What follows belongs to an exercise in optimizing a design on an open flow for small area, a short achievable clock period and few clock cycles; a production flow would make more cautious choices.
Only simulation tests tie the RTL to the original design; equivalence was not proved.

[flow/design.v]
module htcore_ct_rom (
    input  wire [9:0]  addr,    
    output reg  [31:0] data
);
    always @(*) begin
        case (addr)
            10'h000: data = 32'h55c636e2;
            10'h001: data = 32'h02be0170;
            10'h002: data = 32'h584b71d4;
            10'h003: data = 32'h2984f00e;
            10'h004: data = 32'hb682c809;
            10'h005: data = 32'h91cf876b;
            10'h006: data = 32'h775a9c24;
            10'h007: data = 32'h597d5ca5;
            10'h008: data = 32'h5a1afeb2;
            10'h009: data = 32'hd3e9ce0d;
            10'h00a: data = 32'h32cdcdf8;
            10'h00b: data = 32'hb18201cd;
            10'h00c: data = 32'h3cce05ce;
            10'h00d: data = 32'ha55d13be;
            10'h00e: data = 32'hbb0afe71;
            10'h00f: data = 32'h9376ab33;
            10'h010: data = 32'h848f645e;
            10'h011: data = 32'h87e45a45;
            10'h012: data = 32'h45b86017;
            10'h013: data = 32'h5e656ca8;
            10'h014: data = 32'h1b851a95;
            10'h015: data = 32'h2542dbd7;
            10'h016: data = 32'hab4df9e4;
            10'h017: data = 32'h5976ae9b;
            10'h018: data = 32'h6c317e7d;
            10'h019: data = 32'hcddd2f94;
            10'h01a: data = 32'h3c3c13e5;
            10'h01b: data = 32'h335b1371;
            10'h01c: data = 32'h31a592ca;
            10'h01d: data = 32'h51e4fc4c;
            10'h01e: data = 32'hf7db5b2f;
            10'h01f: data = 32'h8abdbe41;
            10'h020: data = 32'h8beaa674;
            10'h021: data = 32'h20d6b319;
            10'h022: data = 32'hde6c9a9d;
            10'h023: data = 32'hc5ac84e5;
            10'h024: data = 32'h445a5feb;
            10'h025: data = 32'h94958cb0;
            10'h026: data = 32'h1e7d3847;
            10'h027: data = 32'hf35d29b0;
            10'h028: data = 32'hca5cceda;
            10'h029: data = 32'hb732c8b5;
            10'h02a: data = 32'hfdcc41dd;
            10'h02b: data = 32'h0edcec16;
            10'h02c: data = 32'h9d01feae;
            10'h02d: data = 32'h1165d38e;
            10'h02e: data = 32'h9ee193c8;
            10'h02f: data = 32'hbf33b13c;
            10'h030: data = 32'h61bc0dfc;
            10'h031: data = 32'hef3e7be9;
            10'h032: data = 32'hf8d4d4c5;
            10'h033: data = 32'hc79b7694;
            10'h034: data = 32'h5a255943;
            10'h035: data = 32'h0b3dd20a;
            10'h036: data = 32'h9d1ab5a3;
            10'h037: data = 32'hcfa8ba57;
            10'h038: data = 32'h5e6d7069;
            10'h039: data = 32'hcb89b731;
            10'h03a: data = 32'h3dc0d15b;
            10'h03b: data = 32'h0d4d7e7e;
            10'h03c: data = 32'h97e37f2b;
            10'h03d: data = 32'hfefc2bb1;
            10'h03e: data = 32'hf95b16b5;
            10'h03f: data = 32'h27a55b93;
            10'h040: data = 32'h45f22729;
            10'h041: data = 32'h4c986630;
            10'h042: data = 32'h7c666862;
            10'h043: data = 32'h5fa40847;
            10'h044: data = 32'ha3f16205;
            10'h045: data = 32'h791b7764;
            10'h046: data = 32'h386b36d6;
            10'h047: data = 32'h6e6c3fef;
            10'h048: data = 32'hc75855db;
            10'h049: data = 32'h4abc7dc7;
            10'h04a: data = 32'h4a328f9b;
            10'h04b: data = 32'hcef20c0f;
            10'h04c: data = 32'h60b88f07;
            10'h04d: data = 32'hf7bb4b8f;
            10'h04e: data = 32'h830b5192;
            10'h04f: data = 32'h94f711ec;
            10'h050: data = 32'h20250752;
            10'h051: data = 32'h399d21a3;
            10'h052: data = 32'he5c0840d;
            10'h053: data = 32'he76cffa5;
            10'h054: data = 32'h624fab29;
            10'h055: data = 32'h5df133e6;
            10'h056: data = 32'h83e0b9b8;
            10'h057: data = 32'hc5796bfb;
            10'h058: data = 32'h4a7ab2d0;
            10'h059: data = 32'hba59a821;
            10'h05a: data = 32'h03a81e4c;
            10'h05b: data = 32'hcd3adfdb;
            10'h05c: data = 32'h32b26b8c;
            10'h05d: data = 32'h8e35c533;
            10'h05e: data = 32'h9e6300e9;
            10'h05f: data = 32'h8cf92ac5;
            10'h060: data = 32'h880d18eb;
            10'h061: data = 32'h131a53b3;
            10'h062: data = 32'h2ed2dc64;
            10'h063: data = 32'hb23257c1;
            10'h064: data = 32'ha06450c1;
            10'h065: data = 32'h1b92cb8e;
            10'h066: data = 32'h72ed730e;
            10'h067: data = 32'h19a685f0;
            10'h068: data = 32'h82836483;
            10'h069: data = 32'h42d94e8a;
            10'h06a: data = 32'hee9bd6f6;
            10'h06b: data = 32'h556d0b6a;
            10'h06c: data = 32'hba65589a;
            10'h06d: data = 32'hde24cce4;
            10'h06e: data = 32'h53329f6c;
            10'h06f: data = 32'hc754fe8b;
            10'h070: data = 32'h503d2dc7;
            10'h071: data = 32'h10027ba4;
            10'h072: data = 32'hd3b60a8b;
            10'h073: data = 32'h68e68d83;
            10'h074: data = 32'h0a9128a9;
            10'h075: data = 32'h595fa35f;
            10'h076: data = 32'h0b03b5be;
            10'h077: data = 32'h150a45c4;
            10'h078: data = 32'hb1629cce;
            10'h079: data = 32'he5f7497b;
            10'h07a: data = 32'h8a7098a4;
            10'h07b: data = 32'hb8233e69;
            10'h07c: data = 32'h8ea0f978;
            10'h07d: data = 32'h5b579970;
            10'h07e: data = 32'heab14318;
            10'h07f: data = 32'h4b28b263;
            10'h080: data = 32'hb6766cef;
            10'h081: data = 32'h06782877;
            10'h082: data = 32'h155c6dd0;
            10'h083: data = 32'hc711333c;
            10'h084: data = 32'hf819cedf;
            10'h085: data = 32'h00eb1d68;
            10'h086: data = 32'hd6fffa6e;
            10'h087: data = 32'h439e5962;
            10'h088: data = 32'hd765d6db;
            10'h089: data = 32'hcb0bcee9;
            10'h08a: data = 32'h6d3c5647;
            10'h08b: data = 32'h965466f3;
            10'h08c: data = 32'h0ca983c9;
            10'h08d: data = 32'h74ecc1ce;
            10'h08e: data = 32'hfc0563b6;
            10'h08f: data = 32'h42b08fee;
            10'h090: data = 32'hc5b38853;
            10'h091: data = 32'hfe502ceb;
            10'h092: data = 32'h7b432faf;
            10'h093: data = 32'hc309e610;
            10'h094: data = 32'h2c3997d8;
            10'h095: data = 32'h43774654;
            10'h096: data = 32'h15bd9d2c;
            10'h097: data = 32'hed6a420d;
            10'h098: data = 32'hc7ff520c;
            10'h099: data = 32'hb8a97fd1;
            10'h09a: data = 32'h5e4d60cc;
            10'h09b: data = 32'hb9738d11;
            10'h09c: data = 32'hda2181ff;
            10'h09d: data = 32'h73ac2597;
            10'h09e: data = 32'h3a8eec8d;
            10'h09f: data = 32'hac85e779;
            10'h0a0: data = 32'hf3f975d6;
            10'h0a1: data = 32'hb9fe7b91;
            10'h0a2: data = 32'h0f155d1e;
            10'h0a3: data = 32'h2860b6dd;
            10'h0a4: data = 32'h835977cb;
            10'h0a5: data = 32'hb0607436;
            10'h0a6: data = 32'h9cab7f6b;
            10'h0a7: data = 32'h8ab91186;
            10'h0a8: data = 32'hc12b51e9;
            10'h0a9: data = 32'h20084e8b;
            10'h0aa: data = 32'h44ba8ead;
            10'h0ab: data = 32'ha542b130;
            10'h0ac: data = 32'h82bcd5c4;
            10'h0ad: data = 32'hcc747f4e;
            10'h0ae: data = 32'h0f1909d8;
            10'h0af: data = 32'hda242e1c;
            10'h0b0: data = 32'h6f7d1aa0;
            10'h0b1: data = 32'hd2626486;
            10'h0b2: data = 32'h88d0781e;
            10'h0b3: data = 32'hab695ccd;
            10'h0b4: data = 32'hfa569145;
            10'h0b5: data = 32'hb4feb55c;
            10'h0b6: data = 32'hbe47e896;
            10'h0b7: data = 32'he70a7a88;
            10'h0b8: data = 32'hd56185a2;
            10'h0b9: data = 32'hacf4c871;
            10'h0ba: data = 32'h09282332;
            10'h0bb: data = 32'h1ddeeaa8;
            10'h0bc: data = 32'h590c7adb;
            10'h0bd: data = 32'hf4a97667;
            10'h0be: data = 32'hbfd85705;
            10'h0bf: data = 32'h0ea77ccc;
            10'h0c0: data = 32'ha9f85364;
            10'h0c1: data = 32'h83195869;
            10'h0c2: data = 32'h8bfb041a;
            10'h0c3: data = 32'hdb842f5c;
            10'h0c4: data = 32'hd6f0f315;
            10'h0c5: data = 32'ha7756ea7;
            10'h0c6: data = 32'h0a51b439;
            10'h0c7: data = 32'ha9edf8a3;
            10'h0c8: data = 32'hd9084e2f;
            10'h0c9: data = 32'h827407f8;
            10'h0ca: data = 32'hd4ac8284;
            10'h0cb: data = 32'h09739d0d;
            10'h0cc: data = 32'hb3bb6cfc;
            10'h0cd: data = 32'hd539c77d;
            10'h0ce: data = 32'h6bbc9ac0;
            10'h0cf: data = 32'h35c641aa;
            10'h0d0: data = 32'h934c96b0;
            10'h0d1: data = 32'hd17af317;
            10'h0d2: data = 32'h29c6baef;
            10'h0d3: data = 32'hb275cdac;
            10'h0d4: data = 32'hd72662de;
            10'h0d5: data = 32'h9f5c2544;
            10'h0d6: data = 32'hc1a98f75;
            10'h0d7: data = 32'hd98e8f9a;
            10'h0d8: data = 32'h47bd5c86;
            10'h0d9: data = 32'h70c610a6;
            10'h0da: data = 32'hb5482ed4;
            10'h0db: data = 32'h23b9c68c;
            10'h0dc: data = 32'h3c1bae66;
            10'h0dd: data = 32'h69556e7f;
            10'h0de: data = 32'hd902f5e0;
            10'h0df: data = 32'h653d195b;
            10'h0e0: data = 32'hde6541fb;
            10'h0e1: data = 32'h07bcc6ac;
            10'h0e2: data = 32'hc6ee7788;
            10'h0e3: data = 32'h801534d4;
            10'h0e4: data = 32'h2c1f35c0;
            10'h0e5: data = 32'hd9de614d;
            10'h0e6: data = 32'hbdccac85;
            10'h0e7: data = 32'hb4d4a0da;
            10'h0e8: data = 32'h242d549b;
            10'h0e9: data = 32'h9d964796;
            10'h0ea: data = 32'hb9ceb982;
            10'h0eb: data = 32'h59fa99a9;
            10'h0ec: data = 32'hd8986cc1;
            10'h0ed: data = 32'h9e90c1a1;
            10'h0ee: data = 32'h01bbd82f;
            10'h0ef: data = 32'hd7f1c5fd;
            10'h0f0: data = 32'hdd847eba;
            10'h0f1: data = 32'h883d305d;
            10'h0f2: data = 32'h25f13152;
            10'h0f3: data = 32'h4a92694d;
            10'h0f4: data = 32'h77f1e601;
            10'h0f5: data = 32'h8024e6e7;
            10'h0f6: data = 32'h02a5f53d;
            10'h0f7: data = 32'h9c3ef4d9;
            10'h0f8: data = 32'haf403ccc;
            10'h0f9: data = 32'he2ad03c0;
            10'h0fa: data = 32'h46edf6ec;
            10'h0fb: data = 32'h6f9bd3e6;
            10'h0fc: data = 32'hcc24ad7a;
            10'h0fd: data = 32'h47afab12;
            10'h0fe: data = 32'h82298df7;
            10'h0ff: data = 32'h708c9eec;
            10'h100: data = 32'h76f8c1b1;
            10'h101: data = 32'hb39459d2;
            10'h102: data = 32'h3f1e26d9;
            10'h103: data = 32'he1811be7;
            10'h104: data = 32'h56ed1c4d;
            10'h105: data = 32'hc9d18af8;
            10'h106: data = 32'he828060e;
            10'h107: data = 32'h91cada2e;
            10'h108: data = 32'h5ccbf9b7;
            10'h109: data = 32'hf1a552d4;
            10'h10a: data = 32'h3c9d4343;
            10'h10b: data = 32'he1008785;
            10'h10c: data = 32'h2adfeebf;
            10'h10d: data = 32'hf90240a0;
            10'h10e: data = 32'h3d08cce7;
            10'h10f: data = 32'h426e6fb0;
            10'h110: data = 32'h573c984f;
            10'h111: data = 32'h13a843ae;
            10'h112: data = 32'h406b7439;
            10'h113: data = 32'h636085d9;
            10'h114: data = 32'h5000ba9a;
            10'h115: data = 32'had4a47ab;
            10'h116: data = 32'haf001d8d;
            10'h117: data = 32'h419907ae;
            10'h118: data = 32'h185c8f96;
            10'h119: data = 32'he5e9ed4d;
            10'h11a: data = 32'h61764133;
            10'h11b: data = 32'hd3703d97;
            10'h11c: data = 32'hac98f0c6;
            10'h11d: data = 32'hdbc3a37c;
            10'h11e: data = 32'h85f010c4;
            10'h11f: data = 32'h90491e32;
            10'h120: data = 32'hf12e18bf;
            10'h121: data = 32'hc88c96e1;
            10'h122: data = 32'hd3fbd6d9;
            10'h123: data = 32'he3c28b08;
            10'h124: data = 32'hd5bf08cc;
            10'h125: data = 32'hb1e78859;
            10'h126: data = 32'h2546ddcf;
            10'h127: data = 32'hb030b200;
            10'h128: data = 32'haafd2811;
            10'h129: data = 32'h55b22d21;
            10'h12a: data = 32'hd38bf567;
            10'h12b: data = 32'h469c7a2b;
            10'h12c: data = 32'h5ad05792;
            10'h12d: data = 32'ha1a5981e;
            10'h12e: data = 32'h7dfb8384;
            10'h12f: data = 32'h34d1ca0a;
            10'h130: data = 32'h7eb0dbe0;
            10'h131: data = 32'hd61ce0f6;
            10'h132: data = 32'h398068b7;
            10'h133: data = 32'he6406d1f;
            10'h134: data = 32'h95ae6b47;
            10'h135: data = 32'he4281230;
            10'h136: data = 32'hb0843061;
            10'h137: data = 32'ha70a3a68;
            10'h138: data = 32'he340f625;
            10'h139: data = 32'h72dcbffd;
            10'h13a: data = 32'h8eb8afcd;
            10'h13b: data = 32'h18b6661f;
            10'h13c: data = 32'h17ef5a5c;
            10'h13d: data = 32'h000c5b22;
            10'h13e: data = 32'h6ba13836;
            10'h13f: data = 32'h6165e383;
            10'h140: data = 32'h74481c5b;
            10'h141: data = 32'he56f0711;
            10'h142: data = 32'ha26f5024;
            10'h143: data = 32'h5ff22e60;
            10'h144: data = 32'h31a5e829;
            10'h145: data = 32'ha1094bf0;
            10'h146: data = 32'hc680ec6c;
            10'h147: data = 32'h8cf327d7;
            10'h148: data = 32'hebf1348a;
            10'h149: data = 32'h6a227d2f;
            10'h14a: data = 32'h74065184;
            10'h14b: data = 32'h8df65112;
            10'h14c: data = 32'h2bbd05ee;
            10'h14d: data = 32'he4d00ed6;
            10'h14e: data = 32'h2980ee1a;
            10'h14f: data = 32'h6ae1da73;
            10'h150: data = 32'he84614da;
            10'h151: data = 32'h6c9906ab;
            10'h152: data = 32'hcf8e02db;
            10'h153: data = 32'hd3723e97;
            10'h154: data = 32'h92f66caf;
            10'h155: data = 32'hac8491c7;
            10'h156: data = 32'haec65696;
            10'h157: data = 32'hb98997cf;
            10'h158: data = 32'hfa16c762;
            10'h159: data = 32'h6d73c65f;
            10'h15a: data = 32'h205d22a6;
            10'h15b: data = 32'h4dd3aaa5;
            10'h15c: data = 32'h2deb6bc0;
            10'h15d: data = 32'h9f37686c;
            10'h15e: data = 32'h71a5282b;
            10'h15f: data = 32'h376bb9e0;
            10'h160: data = 32'h7fff2a1b;
            10'h161: data = 32'hde67982f;
            10'h162: data = 32'h9cbf33ce;
            10'h163: data = 32'h2e6dab37;
            10'h164: data = 32'h6e3424b9;
            10'h165: data = 32'h0ee143bc;
            10'h166: data = 32'h832a60d9;
            10'h167: data = 32'hbb6329e1;
            10'h168: data = 32'h13f6befd;
            10'h169: data = 32'h5965fb84;
            10'h16a: data = 32'hf60b233c;
            10'h16b: data = 32'h3d695183;
            10'h16c: data = 32'h433224a1;
            10'h16d: data = 32'hb5d9cae5;
            10'h16e: data = 32'h82459bab;
            10'h16f: data = 32'h9f21b311;
            10'h170: data = 32'haf6c5247;
            10'h171: data = 32'hb447b13a;
            10'h172: data = 32'h7b2676c3;
            10'h173: data = 32'hc38979cd;
            10'h174: data = 32'h8526ae25;
            10'h175: data = 32'hc550ad5b;
            10'h176: data = 32'h685099a7;
            10'h177: data = 32'h65e9c2bd;
            10'h178: data = 32'he5c6dc36;
            10'h179: data = 32'he10b37a9;
            10'h17a: data = 32'h88016878;
            10'h17b: data = 32'hce81d4e4;
            10'h17c: data = 32'h24d6fc80;
            10'h17d: data = 32'h4106152d;
            10'h17e: data = 32'h6d4f5f90;
            10'h17f: data = 32'hc4dc74be;
            10'h180: data = 32'hdb48676c;
            10'h181: data = 32'h6cb569b7;
            10'h182: data = 32'hf3bf598f;
            10'h183: data = 32'h042b08d9;
            10'h184: data = 32'h02ccb2de;
            10'h185: data = 32'hb1056f65;
            10'h186: data = 32'h47994af4;
            10'h187: data = 32'hfa141ba4;
            10'h188: data = 32'h9376ab2e;
            10'h189: data = 32'h07a76737;
            10'h18a: data = 32'h75e7e6fc;
            10'h18b: data = 32'h449d80a1;
            10'h18c: data = 32'h03b7259d;
            10'h18d: data = 32'hf6df358a;
            10'h18e: data = 32'h5a75d5b9;
            10'h18f: data = 32'h47286923;
            10'h190: data = 32'h3b1a30ef;
            10'h191: data = 32'heebe3d6a;
            10'h192: data = 32'h9db1aa00;
            10'h193: data = 32'h007a90d9;
            10'h194: data = 32'h24667071;
            10'h195: data = 32'h019c73cf;
            10'h196: data = 32'h69039bcd;
            10'h197: data = 32'h95900744;
            10'h198: data = 32'h6518b1eb;
            10'h199: data = 32'h6905f202;
            10'h19a: data = 32'hee3951b2;
            10'h19b: data = 32'he141fca9;
            10'h19c: data = 32'h797fa832;
            10'h19d: data = 32'h5a95e55b;
            10'h19e: data = 32'hd6263b15;
            10'h19f: data = 32'h5b61f394;
            10'h1a0: data = 32'h897acb1c;
            10'h1a1: data = 32'h005f83a9;
            10'h1a2: data = 32'h22420f71;
            10'h1a3: data = 32'hf495176e;
            10'h1a4: data = 32'h7e138f3d;
            10'h1a5: data = 32'h1392e384;
            10'h1a6: data = 32'h373bf7aa;
            10'h1a7: data = 32'h8e512816;
            10'h1a8: data = 32'ha960b3ca;
            10'h1a9: data = 32'h0474d74c;
            10'h1aa: data = 32'hffacd6d7;
            10'h1ab: data = 32'h2ef5ed9e;
            10'h1ac: data = 32'h60992aaa;
            10'h1ad: data = 32'h7e690e99;
            10'h1ae: data = 32'h23c0749d;
            10'h1af: data = 32'hd8e29105;
            10'h1b0: data = 32'h555d5909;
            10'h1b1: data = 32'h15631bfe;
            10'h1b2: data = 32'ha69c5a1c;
            10'h1b3: data = 32'h501017ca;
            10'h1b4: data = 32'h99438048;
            10'h1b5: data = 32'h38733ac7;
            10'h1b6: data = 32'he682e2c8;
            10'h1b7: data = 32'hd4655fd6;
            10'h1b8: data = 32'h956e4c04;
            10'h1b9: data = 32'h347df643;
            10'h1ba: data = 32'h2f4b177b;
            10'h1bb: data = 32'h93ed3aa4;
            10'h1bc: data = 32'ha77e1dd5;
            10'h1bd: data = 32'h7ae55702;
            10'h1be: data = 32'hd2a52fd9;
            10'h1bf: data = 32'hef8ba18c;
            10'h1c0: data = 32'hb7d3c1ee;
            10'h1c1: data = 32'h8078ba8d;
            10'h1c2: data = 32'hab5aaadb;
            10'h1c3: data = 32'h752be08f;
            10'h1c4: data = 32'h068b31c1;
            10'h1c5: data = 32'h078aae3c;
            10'h1c6: data = 32'haa5a8343;
            10'h1c7: data = 32'h123d9268;
            10'h1c8: data = 32'h2ceaee43;
            10'h1c9: data = 32'h8ebdb239;
            10'h1ca: data = 32'h650251f3;
            10'h1cb: data = 32'h04883648;
            10'h1cc: data = 32'h8c62e12e;
            10'h1cd: data = 32'h12b32167;
            10'h1ce: data = 32'he5112e9a;
            10'h1cf: data = 32'h10002548;
            10'h1d0: data = 32'h3e7a818d;
            10'h1d1: data = 32'h077e5327;
            10'h1d2: data = 32'hf140cc21;
            10'h1d3: data = 32'h6ce7d75d;
            10'h1d4: data = 32'h9b99f9a5;
            10'h1d5: data = 32'h3215741c;
            10'h1d6: data = 32'hb6aadbae;
            10'h1d7: data = 32'h738768dc;
            10'h1d8: data = 32'h82a3742f;
            10'h1d9: data = 32'h76517020;
            10'h1da: data = 32'hdd872ad8;
            10'h1db: data = 32'h9d0902b2;
            10'h1dc: data = 32'h7d1a6b04;
            10'h1dd: data = 32'h49381592;
            10'h1de: data = 32'h63a652a5;
            10'h1df: data = 32'h0c15e626;
            10'h1e0: data = 32'he22f70d6;
            10'h1e1: data = 32'h01e84385;
            10'h1e2: data = 32'hb29de134;
            10'h1e3: data = 32'h20c5000e;
            10'h1e4: data = 32'he961f443;
            10'h1e5: data = 32'h2d31662e;
            10'h1e6: data = 32'h3ce6bc28;
            10'h1e7: data = 32'h34f9dd94;
            10'h1e8: data = 32'hfa45de53;
            10'h1e9: data = 32'h497588bd;
            10'h1ea: data = 32'h9468215b;
            10'h1eb: data = 32'h0777fa5c;
            10'h1ec: data = 32'h6f7114c0;
            10'h1ed: data = 32'he0e82694;
            10'h1ee: data = 32'he4371986;
            10'h1ef: data = 32'h57112de2;
            10'h1f0: data = 32'he0cac289;
            10'h1f1: data = 32'hf2a3cee0;
            10'h1f2: data = 32'h6a41e1b9;
            10'h1f3: data = 32'hbfcea77d;
            10'h1f4: data = 32'hf927fd52;
            10'h1f5: data = 32'h69747d98;
            10'h1f6: data = 32'hbea76cdb;
            10'h1f7: data = 32'h8dd39557;
            10'h1f8: data = 32'h04db5ece;
            10'h1f9: data = 32'h2a0885c8;
            10'h1fa: data = 32'h3be4e8ee;
            10'h1fb: data = 32'h21d785dc;
            10'h1fc: data = 32'h09de7c0e;
            10'h1fd: data = 32'h3258ea33;
            10'h1fe: data = 32'h51922982;
            10'h1ff: data = 32'hee8dd024;
            10'h200: data = 32'h3df6965d;
            10'h201: data = 32'h30c1237b;
            10'h202: data = 32'hf7f6686a;
            10'h203: data = 32'h9faca186;
            10'h204: data = 32'h7c400076;
            10'h205: data = 32'h85acef8a;
            10'h206: data = 32'hf4b6d220;
            10'h207: data = 32'hddc3481c;
            10'h208: data = 32'h439eaec4;
            10'h209: data = 32'h717bbe63;
            10'h20a: data = 32'h8259faa7;
            10'h20b: data = 32'hd682bd68;
            10'h20c: data = 32'h932a8610;
            10'h20d: data = 32'h38bf0a7f;
            10'h20e: data = 32'h6212e2c7;
            10'h20f: data = 32'h88ee3168;
            10'h210: data = 32'hb3c27047;
            10'h211: data = 32'h6133cb1e;
            10'h212: data = 32'h15295506;
            10'h213: data = 32'h5ae66246;
            10'h214: data = 32'h1d208ddd;
            10'h215: data = 32'ha91d3dba;
            10'h216: data = 32'hc315968d;
            10'h217: data = 32'h6aa2664b;
            10'h218: data = 32'h716d0cca;
            10'h219: data = 32'h891f4956;
            10'h21a: data = 32'h80866bff;
            10'h21b: data = 32'hbd56c847;
            10'h21c: data = 32'h9093425a;
            10'h21d: data = 32'h28dd9e87;
            10'h21e: data = 32'h84ef3e08;
            10'h21f: data = 32'h690a49d6;
            10'h220: data = 32'h6a7eff82;
            10'h221: data = 32'habcfe400;
            10'h222: data = 32'h3d3be5ca;
            10'h223: data = 32'h381b650c;
            10'h224: data = 32'h4b7c8622;
            10'h225: data = 32'h3e0246f3;
            10'h226: data = 32'ha3561654;
            10'h227: data = 32'h9488865c;
            10'h228: data = 32'h3aef1bf2;
            10'h229: data = 32'h5e5d68a2;
            10'h22a: data = 32'hd32f1ddc;
            10'h22b: data = 32'h51972bf0;
            10'h22c: data = 32'h177a213b;
            10'h22d: data = 32'h469375c2;
            10'h22e: data = 32'h37640bd0;
            10'h22f: data = 32'hfc3324c8;
            10'h230: data = 32'h07091a09;
            10'h231: data = 32'h2d63d3fb;
            10'h232: data = 32'h2153f023;
            10'h233: data = 32'h48223875;
            10'h234: data = 32'h61a55826;
            10'h235: data = 32'h8c136538;
            10'h236: data = 32'h49f71d98;
            10'h237: data = 32'h84c7d51e;
            10'h238: data = 32'h85551a73;
            10'h239: data = 32'h13d604c5;
            10'h23a: data = 32'hd701a626;
            10'h23b: data = 32'h87b844ca;
            10'h23c: data = 32'h741eb29d;
            10'h23d: data = 32'h2a2c977c;
            10'h23e: data = 32'hc797ca03;
            10'h23f: data = 32'h6c4085d7;
            10'h240: data = 32'h2dacf79b;
            10'h241: data = 32'h734fa2eb;
            10'h242: data = 32'hcc290557;
            10'h243: data = 32'hfa1e75e4;
            10'h244: data = 32'h06b29a27;
            10'h245: data = 32'hbece2a7a;
            10'h246: data = 32'h70a4554b;
            10'h247: data = 32'hc935942e;
            10'h248: data = 32'ha764bbc1;
            10'h249: data = 32'h1fe391d6;
            10'h24a: data = 32'h7807f0c2;
            10'h24b: data = 32'h40606ed9;
            10'h24c: data = 32'he5153086;
            10'h24d: data = 32'he91d7dd2;
            10'h24e: data = 32'hed5d3ba9;
            10'h24f: data = 32'haa14b64a;
            10'h250: data = 32'h83b24dd9;
            10'h251: data = 32'hec1ff5cd;
            10'h252: data = 32'hba33ead3;
            10'h253: data = 32'he4ef735c;
            10'h254: data = 32'hbc062438;
            10'h255: data = 32'hd8bfd523;
            10'h256: data = 32'h473d1e04;
            10'h257: data = 32'h2007f8a7;
            10'h258: data = 32'hb02903ed;
            10'h259: data = 32'h86ea8ada;
            10'h25a: data = 32'h95ab69cf;
            10'h25b: data = 32'hfd1f9809;
            10'h25c: data = 32'h9cb3d8bb;
            10'h25d: data = 32'h51f45958;
            10'h25e: data = 32'h9cdd4276;
            10'h25f: data = 32'hc245865e;
            10'h260: data = 32'h8f0c836b;
            10'h261: data = 32'h4ee7dc07;
            10'h262: data = 32'hf6368d9d;
            10'h263: data = 32'hef2c1dc1;
            10'h264: data = 32'hee56b54b;
            10'h265: data = 32'hbd62ce2f;
            10'h266: data = 32'hf4916aad;
            10'h267: data = 32'hc81cb594;
            10'h268: data = 32'h41729f49;
            10'h269: data = 32'h24bef0a4;
            10'h26a: data = 32'hdef487a9;
            10'h26b: data = 32'h222e05b8;
            10'h26c: data = 32'h8d3bf5c6;
            10'h26d: data = 32'h11b55009;
            10'h26e: data = 32'had09d2b3;
            10'h26f: data = 32'h19db9fd1;
            10'h270: data = 32'hd7427085;
            10'h271: data = 32'h33dbfc8b;
            10'h272: data = 32'h526b9378;
            10'h273: data = 32'h790e1bc8;
            10'h274: data = 32'hb2998a00;
            10'h275: data = 32'ha5641703;
            10'h276: data = 32'h0676d249;
            10'h277: data = 32'h6b9185cc;
            10'h278: data = 32'h30e4348f;
            10'h279: data = 32'h82c52f65;
            10'h27a: data = 32'h57c7dc24;
            10'h27b: data = 32'h489c1ecd;
            10'h27c: data = 32'h9fcab02a;
            10'h27d: data = 32'h56d61117;
            10'h27e: data = 32'hfe869cac;
            10'h27f: data = 32'h55fc5140;
            10'h280: data = 32'h7fbbb382;
            10'h281: data = 32'h9e5afc79;
            10'h282: data = 32'h10047c99;
            10'h283: data = 32'hfc9f5984;
            10'h284: data = 32'h56587e2d;
            10'h285: data = 32'hb98193f0;
            10'h286: data = 32'h98fe5e8e;
            10'h287: data = 32'h29b15b6b;
            10'h288: data = 32'h9561f055;
            10'h289: data = 32'hbb0caa25;
            10'h28a: data = 32'h1e4ecc15;
            10'h28b: data = 32'h23f5393b;
            10'h28c: data = 32'h0845b458;
            10'h28d: data = 32'hceff67ca;
            10'h28e: data = 32'hb099900c;
            10'h28f: data = 32'h00b1564f;
            10'h290: data = 32'h39eef3d1;
            10'h291: data = 32'hfcc1bf84;
            10'h292: data = 32'hac8893b5;
            10'h293: data = 32'h6484bf0e;
            10'h294: data = 32'h91c02ab3;
            10'h295: data = 32'h8c0c0c70;
            10'h296: data = 32'h686fa8c6;
            10'h297: data = 32'he171bed6;
            10'h298: data = 32'hdfae37df;
            10'h299: data = 32'hd5a1a4e7;
            10'h29a: data = 32'he3eb49a1;
            10'h29b: data = 32'h5e6014e0;
            10'h29c: data = 32'h205b21ac;
            10'h29d: data = 32'hfd58b3da;
            10'h29e: data = 32'h2e7c07cd;
            10'h29f: data = 32'hef2cc85a;
            10'h2a0: data = 32'hd7587b46;
            10'h2a1: data = 32'hf417847d;
            10'h2a2: data = 32'h8a30cec1;
            10'h2a3: data = 32'h70984f6c;
            10'h2a4: data = 32'hf0b63388;
            10'h2a5: data = 32'hc220c98d;
            10'h2a6: data = 32'hede62936;
            10'h2a7: data = 32'h92c0a7b3;
            10'h2a8: data = 32'h1ef371e8;
            10'h2a9: data = 32'h2005f7af;
            10'h2aa: data = 32'h91a47265;
            10'h2ab: data = 32'hb0cf5504;
            10'h2ac: data = 32'hd500aba8;
            10'h2ad: data = 32'hcb5c4bd3;
            10'h2ae: data = 32'h9b3bcbc3;
            10'h2af: data = 32'hcf6644b5;
            10'h2b0: data = 32'hce9488ef;
            10'h2b1: data = 32'h003fc96e;
            10'h2b2: data = 32'haa42222f;
            10'h2b3: data = 32'h4844f3d0;
            10'h2b4: data = 32'h4db89d77;
            10'h2b5: data = 32'h08681aae;
            10'h2b6: data = 32'h662f3a28;
            10'h2b7: data = 32'h761552db;
            10'h2b8: data = 32'h1df7a17a;
            10'h2b9: data = 32'h93feed9a;
            10'h2ba: data = 32'hcc496a4f;
            10'h2bb: data = 32'ha217cfcd;
            10'h2bc: data = 32'h3ba3c930;
            10'h2bd: data = 32'h268f7e77;
            10'h2be: data = 32'h0797b4a1;
            10'h2bf: data = 32'h8bebfc51;
            10'h2c0: data = 32'h068930c4;
            10'h2c1: data = 32'h16c874e2;
            10'h2c2: data = 32'hc242da24;
            10'h2c3: data = 32'hfb229f76;
            10'h2c4: data = 32'ha0795b02;
            10'h2c5: data = 32'h689fc036;
            10'h2c6: data = 32'h17a73732;
            10'h2c7: data = 32'hd21aec00;
            10'h2c8: data = 32'hac00a692;
            10'h2c9: data = 32'h5b217f18;
            10'h2ca: data = 32'hae421624;
            10'h2cb: data = 32'h2bc05cc0;
            10'h2cc: data = 32'h48c1db7a;
            10'h2cd: data = 32'h4f4e63b4;
            10'h2ce: data = 32'h1667f04e;
            10'h2cf: data = 32'h34020f94;
            10'h2d0: data = 32'h972b2555;
            10'h2d1: data = 32'h9a07355b;
            10'h2d2: data = 32'h01665970;
            10'h2d3: data = 32'h7db60c6f;
            10'h2d4: data = 32'h3ad7103b;
            10'h2d5: data = 32'h5c3d09c0;
            10'h2d6: data = 32'heea3dada;
            10'h2d7: data = 32'h88c21c10;
            10'h2d8: data = 32'h102436d7;
            10'h2d9: data = 32'h6a3b3400;
            10'h2da: data = 32'heb523c4c;
            10'h2db: data = 32'hfb97d896;
            10'h2dc: data = 32'h964cb86b;
            10'h2dd: data = 32'hdd878038;
            10'h2de: data = 32'h0529da4d;
            10'h2df: data = 32'h0b1468a5;
            10'h2e0: data = 32'h18739ac8;
            10'h2e1: data = 32'hf7f26668;
            10'h2e2: data = 32'hf64f4471;
            10'h2e3: data = 32'h5c14f5c3;
            10'h2e4: data = 32'h44a081fb;
            10'h2e5: data = 32'h39ac7e37;
            10'h2e6: data = 32'h8a17c26b;
            10'h2e7: data = 32'h868f5e67;
            10'h2e8: data = 32'h3931978d;
            10'h2e9: data = 32'h6edf7817;
            10'h2ea: data = 32'h4951cc67;
            10'h2eb: data = 32'h943407f3;
            10'h2ec: data = 32'hcc5e748f;
            10'h2ed: data = 32'h2b7ee729;
            10'h2ee: data = 32'hcbb320f0;
            10'h2ef: data = 32'h11fec8e7;
            10'h2f0: data = 32'hfccfc658;
            10'h2f1: data = 32'h03454354;
            10'h2f2: data = 32'h373aa1ec;
            10'h2f3: data = 32'h1d58fe9a;
            10'h2f4: data = 32'h064710ae;
            10'h2f5: data = 32'ha88aa0ba;
            10'h2f6: data = 32'hd183a23e;
            10'h2f7: data = 32'h40d150a3;
            10'h2f8: data = 32'hf531b8d1;
            10'h2f9: data = 32'ha7d99f85;
            10'h2fa: data = 32'h11838cd5;
            10'h2fb: data = 32'hb19e64b3;
            10'h2fc: data = 32'h3d67a5e9;
            10'h2fd: data = 32'hb02c5ac6;
            10'h2fe: data = 32'h99b9b9e8;
            10'h2ff: data = 32'h4c202b7a;
            default: data = 32'h00000000;
        endcase
    end
endmodule
module htcore (
    input  wire       clk,
    input  wire       rst,         
    input  wire [7:0] cmd_data,
    input  wire       cmd_valid,
    output wire       cmd_ready,
    output wire [7:0] rsp_data,
    output wire       rsp_valid,
    input  wire       rsp_ready
);
    localparam NTAB       = 2;
    localparam SLOT_DEPTH = 16;
    localparam MODK       = 8;       
    localparam FDEPTH     = 8;       
    localparam FAW        = 3;       
    localparam OP_GENERATE = 4'd1, OP_HASH = 4'd2, OP_CREATE = 4'd3, OP_PUT = 4'd4,
               OP_GET = 4'd5, OP_GETINDEX = 4'd6, OP_DEL = 4'd7, OP_LEN = 4'd8,
               OP_RELEASE = 4'd9;
    localparam ST_OK = 4'd0, ST_NOT_FOUND = 4'd1, ST_CAP = 4'd2, ST_INV_IDX = 4'd3,
               ST_BAD_TABLE = 4'd4, ST_FAULT = 4'd5;
    localparam FC_SIZE = 32'd1, FC_DEPTH = 32'd2, FC_BAD_TABLE = 32'd3, FC_TABLE_LIVE = 32'd4,
               FC_NOT_GENERATED = 32'd5, FC_ILLEGAL = 32'd6;
    localparam K_RESP = 3'd0,    
               K_CREATE = 3'd1, K_LEN = 3'd2, K_REL = 3'd3, K_GIDX = 3'd4,
               K_PUT = 3'd5, K_GET = 3'd6, K_DEL = 3'd7;
    reg        cmd_ready_r;
    reg [7:0]  ib;
    reg        ibv;
    assign cmd_ready = cmd_ready_r;
    always @(posedge clk) begin
        ib  <= cmd_data;
        ibv <= !rst && cmd_valid && cmd_ready_r;
    end
    wire [31:0] ctw [0:2];
    genvar gi;
    generate
        for (gi = 0; gi < 3; gi = gi + 1) begin : g_rom
            htcore_ct_rom u_rom (
                .addr ({gi[1:0], ib}),
                .data (ctw[gi])
            );
        end
    endgenerate
    reg [31:0] ct [0:2];
    reg [7:0]  kb;
    reg        kbv;
    always @(posedge clk) begin
        ct[0] <= ctw[0];
        ct[1] <= ctw[1];
        ct[2] <= ctw[2];
        kb    <= ib;
        kbv   <= !rst && ibv;
    end
    localparam R_HDR = 2'd0, R_ARG = 2'd1, R_KEY = 2'd2, R_DEAD = 2'd3;
    reg [1:0]  rs;
    reg [1:0]  rb;             
    reg [23:0] rh;             
    reg [31:0] ra;             
    reg [3:0]  r_op;
    reg        r_t;
    reg [1:0]  r_ch;
    reg        gen_done;
    reg [NTAB-1:0] live;
    reg [4:0]  rsize [0:NTAB-1];
    reg [31:0] s1 [0:2];
    reg [31:0] s2 [0:2];
    reg [31:0] sp [0:2];
    wire [31:0] s1_nx [0:2];
    wire [31:0] s2_nx [0:2];
    wire [31:0] sp_nx [0:2];
    generate
        for (gi = 0; gi < 3; gi = gi + 1) begin : g_lane
            assign s1_nx[gi] = ct[gi] ^ sp[gi];
            assign s2_nx[gi] = s1_nx[gi] + s2[gi] + {s2[gi][26:0], 5'd0} + {24'd0, kb} + 32'd3;
            assign sp_nx[gi] = {s1_nx[gi][30:0], 1'b0} + s2[gi] + {s2[gi][26:0], 5'd0} + {24'd0, kb} + 32'd3;
        end
    endgenerate
    wire [31:0] hfull = {kb, rh};
    wire [3:0]  h_op  = hfull[3:0];
    wire [2:0]  h_ch  = hfull[6:4];
    wire        h_cb  = hfull[7];
    wire [7:0]  h_tid = hfull[15:8];
    wire        h_tok = (h_tid[7:1] == 7'd0);
    wire        h_t   = h_tid[0];
    wire        h_live = h_tok && live[h_t];
    wire h_illegal = !((h_op >= OP_GENERATE) && (h_op <= OP_RELEASE))
                  || (hfull[31:16] != 16'd0)
                  || (h_ch != 3'd0 && h_op != OP_HASH)
                  || (h_op == OP_HASH && h_ch > 3'd2)
                  || (h_cb && h_op != OP_RELEASE)
                  || (h_tid != 8'd0 && (h_op == OP_GENERATE || h_op == OP_HASH));
    wire h_needs_ct = (h_op == OP_HASH) || (h_op == OP_PUT) || (h_op == OP_GET) || (h_op == OP_DEL);
    wire [31:0] afull = {kb, ra[31:8]};
    wire        a_gidx_bad = (afull[31:5] != 27'd0) || (afull[4:0] >= rsize[r_t]);
    reg         p_v;
    reg [2:0]   p_kind;
    reg         p_t;
    reg [3:0]   p_st;
    reg [31:0]  p_w;
    always @(*) begin
        p_v    = 1'b0;
        p_kind = K_RESP;
        p_t    = r_t;
        p_st   = ST_OK;
        p_w    = 32'd0;
        if (kbv) begin
            case (rs)
            R_HDR: if (rb == 2'd3) begin
                p_t = h_t;
                if (h_illegal) begin
                    p_v = 1'b1; p_st = ST_FAULT; p_w = FC_ILLEGAL;
                end else if (h_needs_ct && !gen_done) begin
                    p_v = 1'b1; p_st = ST_FAULT; p_w = FC_NOT_GENERATED;
                end else begin
                    case (h_op)
                    OP_GENERATE: p_v = 1'b1;
                    OP_CREATE: begin
                        if (!h_tok) begin
                            p_v = 1'b1; p_st = ST_FAULT; p_w = FC_BAD_TABLE;
                        end else if (live[h_t]) begin
                            p_v = 1'b1; p_st = ST_FAULT; p_w = FC_TABLE_LIVE;
                        end
                    end
                    OP_LEN: begin
                        p_v = 1'b1;
                        if (h_live) p_kind = K_LEN;
                        else begin p_st = ST_BAD_TABLE; p_w = 32'hFFFFFFFF; end
                    end
                    OP_PUT, OP_GET, OP_GETINDEX, OP_DEL, OP_RELEASE: begin
                        if (!h_live) begin
                            p_v = 1'b1; p_st = ST_FAULT; p_w = FC_BAD_TABLE;
                        end else if (h_op == OP_RELEASE) begin
                            p_v = 1'b1;
                            if (h_cb) p_kind = K_REL;
                        end
                    end
                    default: ;
                    endcase
                end
            end
            R_ARG: if (rb == 2'd3) begin
                p_v = 1'b1;
                if (r_op == OP_CREATE) begin
                    if (afull == 32'd0 || afull[31]) begin
                        p_st = ST_FAULT; p_w = FC_SIZE;
                    end else if (afull > SLOT_DEPTH) begin
                        p_st = ST_FAULT; p_w = FC_DEPTH;
                    end else begin
                        p_kind = K_CREATE; p_w = {31'd0, r_t};
                    end
                end else if (r_op == OP_GETINDEX) begin
                    if (a_gidx_bad) p_st = ST_INV_IDX;
                    else begin p_kind = K_GIDX; p_w = afull; end
                end else
                    p_v = 1'b0;      
            end
            R_KEY: if (kb == 8'd0) begin
                p_v = 1'b1;
                case (r_op)
                OP_HASH: p_w = s1[r_ch];
                OP_PUT:  begin p_kind = K_PUT; p_w = ra; end
                OP_GET:  p_kind = K_GET;
                default: p_kind = K_DEL;
                endcase
            end
            default: ;
            endcase
        end
    end
    integer i;
    always @(posedge clk) begin
        if (rst) begin
            rs       <= R_HDR;
            rb       <= 2'd0;
            gen_done <= 1'b0;
            live     <= {NTAB{1'b0}};
        end else if (kbv) begin
            case (rs)
            R_HDR: begin
                rh <= {kb, rh[23:8]};
                rb <= rb + 2'd1;
                if (rb == 2'd3) begin
                    r_op <= h_op;
                    r_t  <= h_t;
                    r_ch <= h_ch[1:0];
                    for (i = 0; i < 3; i = i + 1) begin
                        s1[i] <= 32'h7FED7FED;
                        s2[i] <= 32'hEEEEEEEE;
                        sp[i] <= 32'h6EDC6EDB;
                    end
                    if (p_v && p_st == ST_FAULT)
                        rs <= R_DEAD;
                    else begin
                        case (h_op)
                        OP_GENERATE: gen_done <= 1'b1;
                        OP_HASH, OP_GET, OP_DEL: rs <= R_KEY;
                        OP_CREATE, OP_PUT, OP_GETINDEX: rs <= R_ARG;
                        OP_RELEASE: live[h_t] <= 1'b0;
                        default: ;
                        endcase
                    end
                end
            end
            R_ARG: begin
                ra <= afull;
                rb <= rb + 2'd1;
                if (rb == 2'd3) begin
                    if (p_v && p_st == ST_FAULT)
                        rs <= R_DEAD;
                    else if (r_op == OP_PUT)
                        rs <= R_KEY;
                    else begin
                        rs <= R_HDR;
                        if (r_op == OP_CREATE) begin
                            live[r_t]  <= 1'b1;
                            rsize[r_t] <= afull[4:0];
                        end
                    end
                end
            end
            R_KEY: begin
                if (kb == 8'd0)
                    rs <= R_HDR;
                else begin
                    for (i = 0; i < 3; i = i + 1) begin
                        s1[i] <= s1_nx[i];
                        s2[i] <= s2_nx[i];
                        sp[i] <= sp_nx[i];
                    end
                end
            end
            default: ;   
            endcase
        end
    end
    reg         q0_v, q1_v;
    reg [2:0]   q0_kind, q1_kind;
    reg         q0_t, q1_t;
    reg [3:0]   q0_st, q1_st;
    reg [31:0]  q0_w, q1_w;
    reg [31:0]  q0_ha, q1_ha;
    reg [31:0]  q0_hb, q1_hb;
    reg [31:0]  q0_hid, q1_hid;
    reg [4:0]   q0_n, q1_n;
    wire        x_pop;                  
    wire        x_shift;                
    wire [31:0] q0_hid_sh = q0_hid << MODK;
    wire [1:0]  q_cnt = {1'b0, q0_v} + {1'b0, q1_v};
    wire [1:0]  q_cnt_nx = q_cnt + {1'b0, p_v} - {1'b0, x_pop};
    always @(posedge clk) begin
        if (rst) begin
            q0_v <= 1'b0;
            q1_v <= 1'b0;
            cmd_ready_r <= 1'b1;
        end else begin
            cmd_ready_r <= (q_cnt_nx <= 2'd1);
            if (!q0_v || x_pop) begin
                if (q1_v) begin
                    q0_v <= 1'b1; q0_kind <= q1_kind; q0_t <= q1_t; q0_st <= q1_st;
                    q0_w <= q1_w; q0_ha <= q1_ha; q0_hb <= q1_hb; q0_hid <= q1_hid; q0_n <= q1_n;
                end else begin
                    q0_v <= p_v; q0_kind <= p_kind; q0_t <= p_t; q0_st <= p_st;
                    q0_w <= p_w; q0_ha <= s1[1]; q0_hb <= s1[2]; q0_hid <= s1[0]; q0_n <= rsize[r_t];
                end
            end else if (x_shift)
                q0_hid <= q0_hid_sh;
            if (q1_v && (!q0_v || x_pop))
                q1_v <= 1'b0;
            if (p_v && q0_v && !x_pop) begin
                q1_v <= 1'b1; q1_kind <= p_kind; q1_t <= p_t; q1_st <= p_st;
                q1_w <= p_w; q1_ha <= s1[1]; q1_hb <= s1[2]; q1_hid <= s1[0]; q1_n <= rsize[r_t];
            end else if (p_v && q1_v) begin
                q1_v <= 1'b1; q1_kind <= p_kind; q1_t <= p_t; q1_st <= p_st;
                q1_w <= p_w; q1_ha <= s1[1]; q1_hb <= s1[2]; q1_hid <= s1[0]; q1_n <= rsize[r_t];
            end
        end
    end
    localparam X_IDLE = 3'd0, X_MOD = 3'd1, X_SEL = 3'd2, X_ACT = 3'd3,
               X_RFIND = 3'd4, X_RPUSH = 3'd5;
    reg [2:0]  xs;
    reg [3:0]  xrem;
    reg [2:0]  xcnt;
    reg [15:0] occv, matv;
    reg [3:0]  xslot;
    reg        xfound;
    reg [4:0]  xpos;
    reg                 occ   [0:NTAB*SLOT_DEPTH-1];
    reg [31:0]          hash_a[0:NTAB*SLOT_DEPTH-1];
    reg [31:0]          hash_b[0:NTAB*SLOT_DEPTH-1];
    reg [31:0]          value [0:NTAB*SLOT_DEPTH-1];
    reg [4:0]           tlen  [0:NTAB-1];
    reg [36:0]  fmem [0:FDEPTH-1];       
    reg [FAW-1:0] fwp, frp;
    reg [FAW:0] fcnt;
    wire        f_room = (fcnt != FDEPTH);
    reg [3:0] mod_r;
    reg [4:0] mod_t;
    always @(*) begin
        mod_r = xrem;
        for (i = 0; i < MODK; i = i + 1) begin
            mod_t = {mod_r, q0_hid[31 - i]};
            mod_r = (mod_t >= q0_n) ? (mod_t - q0_n) : mod_t[3:0];
        end
    end
    reg [15:0] cmp_occ, cmp_mat;
    always @(*) begin
        for (i = 0; i < SLOT_DEPTH; i = i + 1) begin
            cmp_occ[i] = occ[{q0_t, i[3:0]}];
            cmp_mat[i] = (hash_a[{q0_t, i[3:0]}] == q0_ha) && (hash_b[{q0_t, i[3:0]}] == q0_hb);
        end
    end
    reg [15:0] cand, cand_hi;
    reg [3:0]  sel_lo, sel_hi;
    reg        any_lo, any_hi;
    always @(*) begin
        for (i = 0; i < SLOT_DEPTH; i = i + 1) begin
            cand[i]    = (i < q0_n) && (!occv[i] || (q0_kind != K_PUT && matv[i]));
            cand_hi[i] = cand[i] && (i >= xrem);
        end
        sel_lo = 4'd0; any_lo = 1'b0;
        sel_hi = 4'd0; any_hi = 1'b0;
        for (i = SLOT_DEPTH - 1; i >= 0; i = i - 1) begin
            if (cand[i])    begin sel_lo = i[3:0]; any_lo = 1'b1; end
            if (cand_hi[i]) begin sel_hi = i[3:0]; any_hi = 1'b1; end
        end
    end
    wire [3:0] sel = any_hi ? sel_hi : sel_lo;
    reg [3:0] rel_sel;
    reg       rel_any;
    always @(*) begin
        rel_sel = 4'd0; rel_any = 1'b0;
        for (i = SLOT_DEPTH - 1; i >= 0; i = i - 1)
            if (occ[{q0_t, i[3:0]}] && (i >= xpos)) begin rel_sel = i[3:0]; rel_any = 1'b1; end
    end
    wire [4:0]  rd_idx = (xs == X_IDLE) ? {q0_t, q0_w[3:0]} : {q0_t, xslot};
    wire [31:0] rd_val = value[rd_idx];
    wire        rd_occ = occ[rd_idx];
    reg         f_push;
    reg [36:0]  f_data;
    reg         xp;
    always @(*) begin
        f_push = 1'b0;
        f_data = 37'd0;
        xp     = 1'b0;
        case (xs)
        X_IDLE: if (q0_v && f_room) begin
            case (q0_kind)
            K_RESP:   begin f_push = 1'b1; f_data = {1'b0, q0_st, q0_w}; xp = 1'b1; end
            K_CREATE: begin f_push = 1'b1; f_data = {1'b0, ST_OK, q0_w}; xp = 1'b1; end
            K_LEN:    begin f_push = 1'b1; f_data = {1'b0, ST_OK, 27'd0, tlen[q0_t]}; xp = 1'b1; end
            K_REL:    begin f_push = 1'b1; f_data = {1'b0, ST_OK, 27'd0, tlen[q0_t]}; end
            K_GIDX:   begin
                f_push = 1'b1;
                f_data = rd_occ ? {1'b0, ST_OK, rd_val} : {1'b0, ST_NOT_FOUND, 32'd0};
                xp = 1'b1;
            end
            default: ;
            endcase
        end
        X_ACT: if (f_room) begin
            f_push = 1'b1;
            xp     = 1'b1;
            if (q0_kind == K_PUT)
                f_data = xfound ? {1'b0, ST_OK, 28'd0, xslot} : {1'b0, ST_CAP, 32'd0};
            else
                f_data = xfound ? {1'b0, ST_OK, rd_val} : {1'b0, ST_NOT_FOUND, 32'd0};
        end
        X_RFIND: if (!rel_any) xp = 1'b1;
        X_RPUSH: if (f_room) begin
            f_push = 1'b1;
            f_data = {1'b1, 4'd0, rd_val};
        end
        default: ;
        endcase
    end
    assign x_pop   = xp;
    assign x_shift = (xs == X_MOD);
    always @(posedge clk) begin
        if (rst) begin
            xs <= X_IDLE;
        end else begin
            case (xs)
            X_IDLE: if (q0_v) begin
                case (q0_kind)
                K_CREATE: if (f_room) begin
                    tlen[q0_t] <= 5'd0;
                    for (i = 0; i < SLOT_DEPTH; i = i + 1)
                        occ[{q0_t, i[3:0]}] <= 1'b0;
                end
                K_REL: if (f_room) begin
                    xpos <= 5'd0;
                    xs   <= X_RFIND;
                end
                K_PUT, K_GET, K_DEL: begin
                    occv <= cmp_occ;
                    matv <= cmp_mat;
                    xrem <= 4'd0;
                    xcnt <= 3'd0;
                    xs   <= X_MOD;
                end
                default: ;
                endcase
            end
            X_MOD: begin
                xrem <= mod_r;
                xcnt <= xcnt + 3'd1;
                if (xcnt == 32 / MODK - 1)
                    xs <= X_SEL;
            end
            X_SEL: begin
                xslot  <= sel;
                xfound <= (any_hi || any_lo) && (q0_kind == K_PUT || occv[sel]);
                xs     <= X_ACT;
            end
            X_ACT: if (f_room) begin
                if (xfound) begin
                    if (q0_kind == K_PUT) begin
                        occ[{q0_t, xslot}]    <= 1'b1;
                        hash_a[{q0_t, xslot}] <= q0_ha;
                        hash_b[{q0_t, xslot}] <= q0_hb;
                        value[{q0_t, xslot}]  <= q0_w;
                        tlen[q0_t]            <= tlen[q0_t] + 5'd1;
                    end else if (q0_kind == K_DEL) begin
                        occ[{q0_t, xslot}]    <= 1'b0;
                        tlen[q0_t]            <= tlen[q0_t] - 5'd1;
                    end
                end
                xs <= X_IDLE;
            end
            X_RFIND: begin
                xslot <= rel_sel;
                xs    <= rel_any ? X_RPUSH : X_IDLE;
            end
            X_RPUSH: if (f_room) begin
                xpos <= {1'b0, xslot} + 5'd1;
                xs   <= X_RFIND;
            end
            default: xs <= X_IDLE;
            endcase
        end
    end
    reg [63:0] sr;
    reg [3:0]  sn;
    reg        b0v, b1v;
    reg [7:0]  b0d, b1d;
    wire        inc_v  = (sn != 4'd0) && !b1v;
    wire        s_load = (sn == 4'd0) || (sn == 4'd1 && inc_v);
    wire        f_pop  = s_load && (fcnt != 0);
    wire [36:0] f_head = fmem[frp];
    always @(posedge clk) begin
        if (f_push)
            fmem[fwp] <= f_data;
        if (rst) begin
            fwp  <= {FAW{1'b0}};
            frp  <= {FAW{1'b0}};
            fcnt <= {(FAW+1){1'b0}};
            sn   <= 4'd0;
        end else begin
            if (f_push) fwp <= fwp + 1'b1;
            if (f_pop)  frp <= frp + 1'b1;
            fcnt <= fcnt + {{FAW{1'b0}}, f_push} - {{FAW{1'b0}}, f_pop};
            if (f_pop) begin
                if (f_head[36]) begin
                    sr <= {32'd0, f_head[31:0]};
                    sn <= 4'd4;
                end else begin
                    sr <= {f_head[31:0], 28'd0, f_head[35:32]};
                    sn <= 4'd8;
                end
            end else if (inc_v) begin
                sr <= {8'd0, sr[63:8]};
                sn <= sn - 4'd1;
            end
        end
    end
    wire take = rsp_ready && b0v;
    always @(posedge clk) begin
        if (rst) begin
            b0v <= 1'b0;
            b1v <= 1'b0;
        end else if (!b0v) begin
            b0v <= inc_v;
            b0d <= sr[7:0];
        end else if (!b1v) begin
            if (take) begin
                b0v <= inc_v;
                b0d <= sr[7:0];
            end else if (inc_v) begin
                b1v <= 1'b1;
                b1d <= sr[7:0];
            end
        end else if (take) begin
            b0d <= b1d;
            b1v <= 1'b0;
        end
    end
    assign rsp_valid = b0v;
    assign rsp_data  = b0d;
endmodule
[flow/config.mk]
export PLATFORM = sky130hd
export DESIGN_NAME = htcore
export DESIGN_NICKNAME = htcore
export VERILOG_FILES = /design/flow/design.v
export SDC_FILE = /design/flow/constraint.sdc
export NUM_CORES = 4
export LEC_CHECK = 0
export CAP_MARGIN = 40
export CELL_PAD_IN_SITES_DETAIL_PLACEMENT = 2
export CELL_PAD_IN_SITES_GLOBAL_PLACEMENT = 3
export CORE_MARGIN = 2
export CORE_UTILIZATION = 25
export PLACE_DENSITY = 0.35
export SLEW_MARGIN = 40
export SYNTH_MEMORY_MAX_BITS = 65536
[flow/run.sh]
#!/bin/bash
# synth_recipe.tcl (not shown) runs the flow's synth.tcl, then flattens the netlist and writes it again
# the make line also repeats each setting of config.mk as NAME=value (left out here)
make -C /OpenROAD-flow-scripts/flow DESIGN_CONFIG=/design/flow/config.mk WORK_HOME=/design/flow/orfs CLKGATE_MAP_FILE= SYNTH_SCRIPT=/design/flow/synth_recipe.tcl finish
[flow/constraint.sdc]
create_clock -name core_clock -period 12.0 [get_ports {clk}]
set_input_delay 2.4000 -clock core_clock [delete_from_list [all_inputs] [get_ports {clk}]]
set_output_delay 2.4000 -clock core_clock [all_outputs]
set_load 0.01 [all_outputs]
==> flow_summary_export.csv <==
group,metric,value,unit
timing,timing.final.crit_share,100,%
grt,grt_pass1_vias,158000,
clock_network,hold_buffers,0,
timing,fin_crit,12.05,ns
place,dpl.cell_count,27000,
worst_setup_path,cp_common_cell,"a21o_1",
synthesis,yosysTopAreaCellShare,59.7,%
routing,firstDrtPassIters,6,
power_and_ir_drop,power.density,174,mW/mm2
layout,nNetsFinal,17100,
die,start_util,25.1,%
die,ios,22,
power_and_ir_drop,leakagePower,84.0,nW
clock_network,clkTransAtPathRegs,0.06,ns
power_and_ir_drop,power.total,43.6,mW
grt,gr-total-overflow,0,
die,die_h,921,um
timing,fin_ws,-0.0499,ns
run_status,outcome,"failed layout checks",
synthesis,yosysSeqAreaShare,61.1,%
synthesis,synthArstFlopShare,0,%
layout,drive_gt1_share,17.5,%
hold_path,hold_class,"flip-flop to flip-flop",
synthesis,synth_flop_cell,"edfxtp_1",
place,port_buffers,21,
run_status,violations,"negative setup slack",
worst_setup_path,arrival,12.85,ns
timing,whs,0.449,ns
layout,fill_cells,86900,
routing,wl_per_cell,44.6,um
timing,finalHoldViolCount,0,
synthesis,synth_cell_type_count,102,
layout,fin_area,0.251,mm2
worst_setup_path,worstSetupPathType,"flip-flop to flip-flop",
synthesis,synth_area,0.210,mm2
synthesis,synth.area.top_cells,"edfxtp_1 60%, mux2i_1 5.4%, xnor2_1 5.1%",
layout,postLayoutCoreUtil,30.0,%
clock_network,clock_latency,1.14,ns
worst_setup_path,crit_path_top_delay_cell,"edfxtp_1",
timing,finalSetupViolCount,3,
routing,drtIter0Drc,15400,
worst_setup_path,end_kind,"flip-flop",
worst_setup_path,max_stage_delay,0.40,ns
timing,slew_violations,0,
timing,max_clock_freq,0.0830,GHz
synthesis,syn-num-nets,16400,
clock_network,numCtsBuffers,543,
synthesis,synth_edf_count,4172,
clock_network,cts_tree,"built",
grt,grt_max_degree,99,
synthesis,netlist_instances,15700,
synthesis,yosysTopAreaCell,"edfxtp_1",
routing,drc,0,
die,core_area,0.837,mm2
die,die-area,0.847,mm2
place,pre_cts_slack,-0.492,ns
clock_network,root_buffer,"clkbuf_16",
timing,worst_pin_slew,1.11,ns
grt,antenna_found_initial,281,
grt,grt_usage,29.0,%
die,rows,336,
layout,area_growth,19.7,%
timing,slew_headroom,25.5,%
clock_network,clockBufferDepth,4,
routing,drt-total-wl,1260000,um
routing,ant_nets,0,
timing,finalClockSkew,0.104,ns
die,die_x,921,um
layout,multi_input_area,0.0792,mm2
run,maxCapViolCount,0,
place,dp_hpwl,891000,um
worst_setup_path,worstSetupStartpointType,"flip-flop",
clock_network,h-tree-depth,6,
routing,vias,154000,
power_and_ir_drop,peakVddDrop,0.000218,V
place,gp_congestion,1.07,
worst_setup_path,cp.required,12.80,ns
place,dpl_cell_area,0.233,mm2
synthesis,avgSynthCellArea,13.3,um2
clock_network,cts.sinks,4320,
grt,grt_pass1_wl,1640000,um
layout,seq_area,0.128,mm2
synthesis,yosys_register_bits,4320,
timing,fin_tns_setup,-0.102,ns
synthesis,yosysWarningCount,10,
worst_setup_path,cp_max_fo,4,
timing,rsz0062_at_grt,"yes",
routing,vias_per_cell,5.45,
layout,instances_no_fill,28200,
critical path: cells and delay by family, from the launching register on:
family,cells,cell delay [ns]
buf+inv,7,0.80
fa+ha+maj,8,2.01
compound gates,37,6.55
simple gates,4,0.37
mux,6,1.65
flops,1,0.40
kinds of logic after synthesis:
family | synth area share (%)
flops | 61.1
simple gates | 7.69
compound gates | 8.58
mux | 9.67
buf+inv | 2.84
xor+xnor | 5.46
fa+ha+maj | 4.69
per-layer routing:
metal	vias up	GRT usage, %	wire length, um
met4	40	16.1	80700
met5	-	0	273
li1	61200	-	-
met3	2558	7.37	83600
met2	6886	44.5	560000
met1	83000	37.3	535000
area by class of cell:
cell class / count / share of cell area [%]
clock buffers: 695 / 5.73
clock inverters: 260 / 1.03
multi-input cells: 9851 / 31.5
repair buffers: 1124 / 4.06
flip-flops and latches: 4320 / 51.0
well taps: 11200 / 5.55
diodes: 233 / 0.232
inverters: 582 / 0.875
layout by cell type, fill, tap and decap left out, types with 302 or more instances in the layout:
| cell | netlist | routed |
|---|---|---|
| a21oi_1 | 619 | 594 |
| nand3_1 | 306 | 302 |
| mux2i_1 | 1127 | 1117 |
| nand2_1 | 1296 | 1236 |
| buf_4 | 4 | 940 |
| o21ai_0 | 827 | 736 |
| edfxtp_1 | 4172 | 4172 |
| nor2_1 | 805 | 586 |
| xnor2_1 | 1214 | 1197 |
| mux4_2 | 340 | 340 |
| inv_1 | 578 | 571 |
| ha_1 | 446 | 429 |
| clkbuf_16 | 0 | 552 |
registers in the layout (all words and copies together), names as in the netlist, 64 cells and up, named ones only:
register  count
s1           96
sp           96
hash_b     1024
hash_a     1024
s2           96
ct           96
fmem        288
sr           64
value      1024
synth_stat cells, drive strengths merged (311+ instances only):
master,count
a21oi,621
clkbuf,729
edfxtp,4172
ha,446
inv,580
mux2i,1127
mux4,340
nand2,1296
nor2,805
nor4,311
o21ai,835
xnor2,1214
report_power, final:
part	switching (mW)	internal, mW
combinational	6.87	4.00
clock	6.77	9.11
sequential	0.188	16.7
total	13.8	29.8
repair_timing:
item	in CTS	in global routing
gates resized for setup	11	28
endpoints found under the setup margin	4	4
pin swaps	24	27
buffers inserted	23	13
final timing paths:
path                               from       to  slack [ns]  depth (start not counted)
worst max register to register  q0_n[1]  xrem[2]       -0.05                         62
worst min register to register   rh[19]   rh[11]        0.45                          0
worst min-delay path             rh[19]   rh[11]        0.45                          0
worst max-delay path            q0_n[1]  xrem[2]       -0.05                         62
Testbench counts, summed over its fixed seeds: cycles 46,818.

-- afterwards: timing with drivers on the ports --
In the flow no input, the clock included, has a driving cell. The finished layout below was timed again as built, in two steps. Step 1 sets driving cells, clkbuf_16 on the clock port and buf_2 on the other inputs (assumed; they add their load-dependent delay and slew). Step 2 times the ports against the registers' clock, not the clock port: input delays grow and output delays shrink by t, the midpoint of the rising clock arrivals with the driver on. a / b / c = ideal ports / drivers / drivers and shift; a / b = the first two.
shift t [ns]: 1.222
setup WS [ns]: -0.050 / -0.050 / -0.050
hold WS [ns]: 0.449 / 0.449 / 0.449
worst setup path at the end: register to register
cell pins on the clock port's net: 1
The setup slack of this run moves by 0.000 ns with the drivers and by 0.000 ns with both steps.
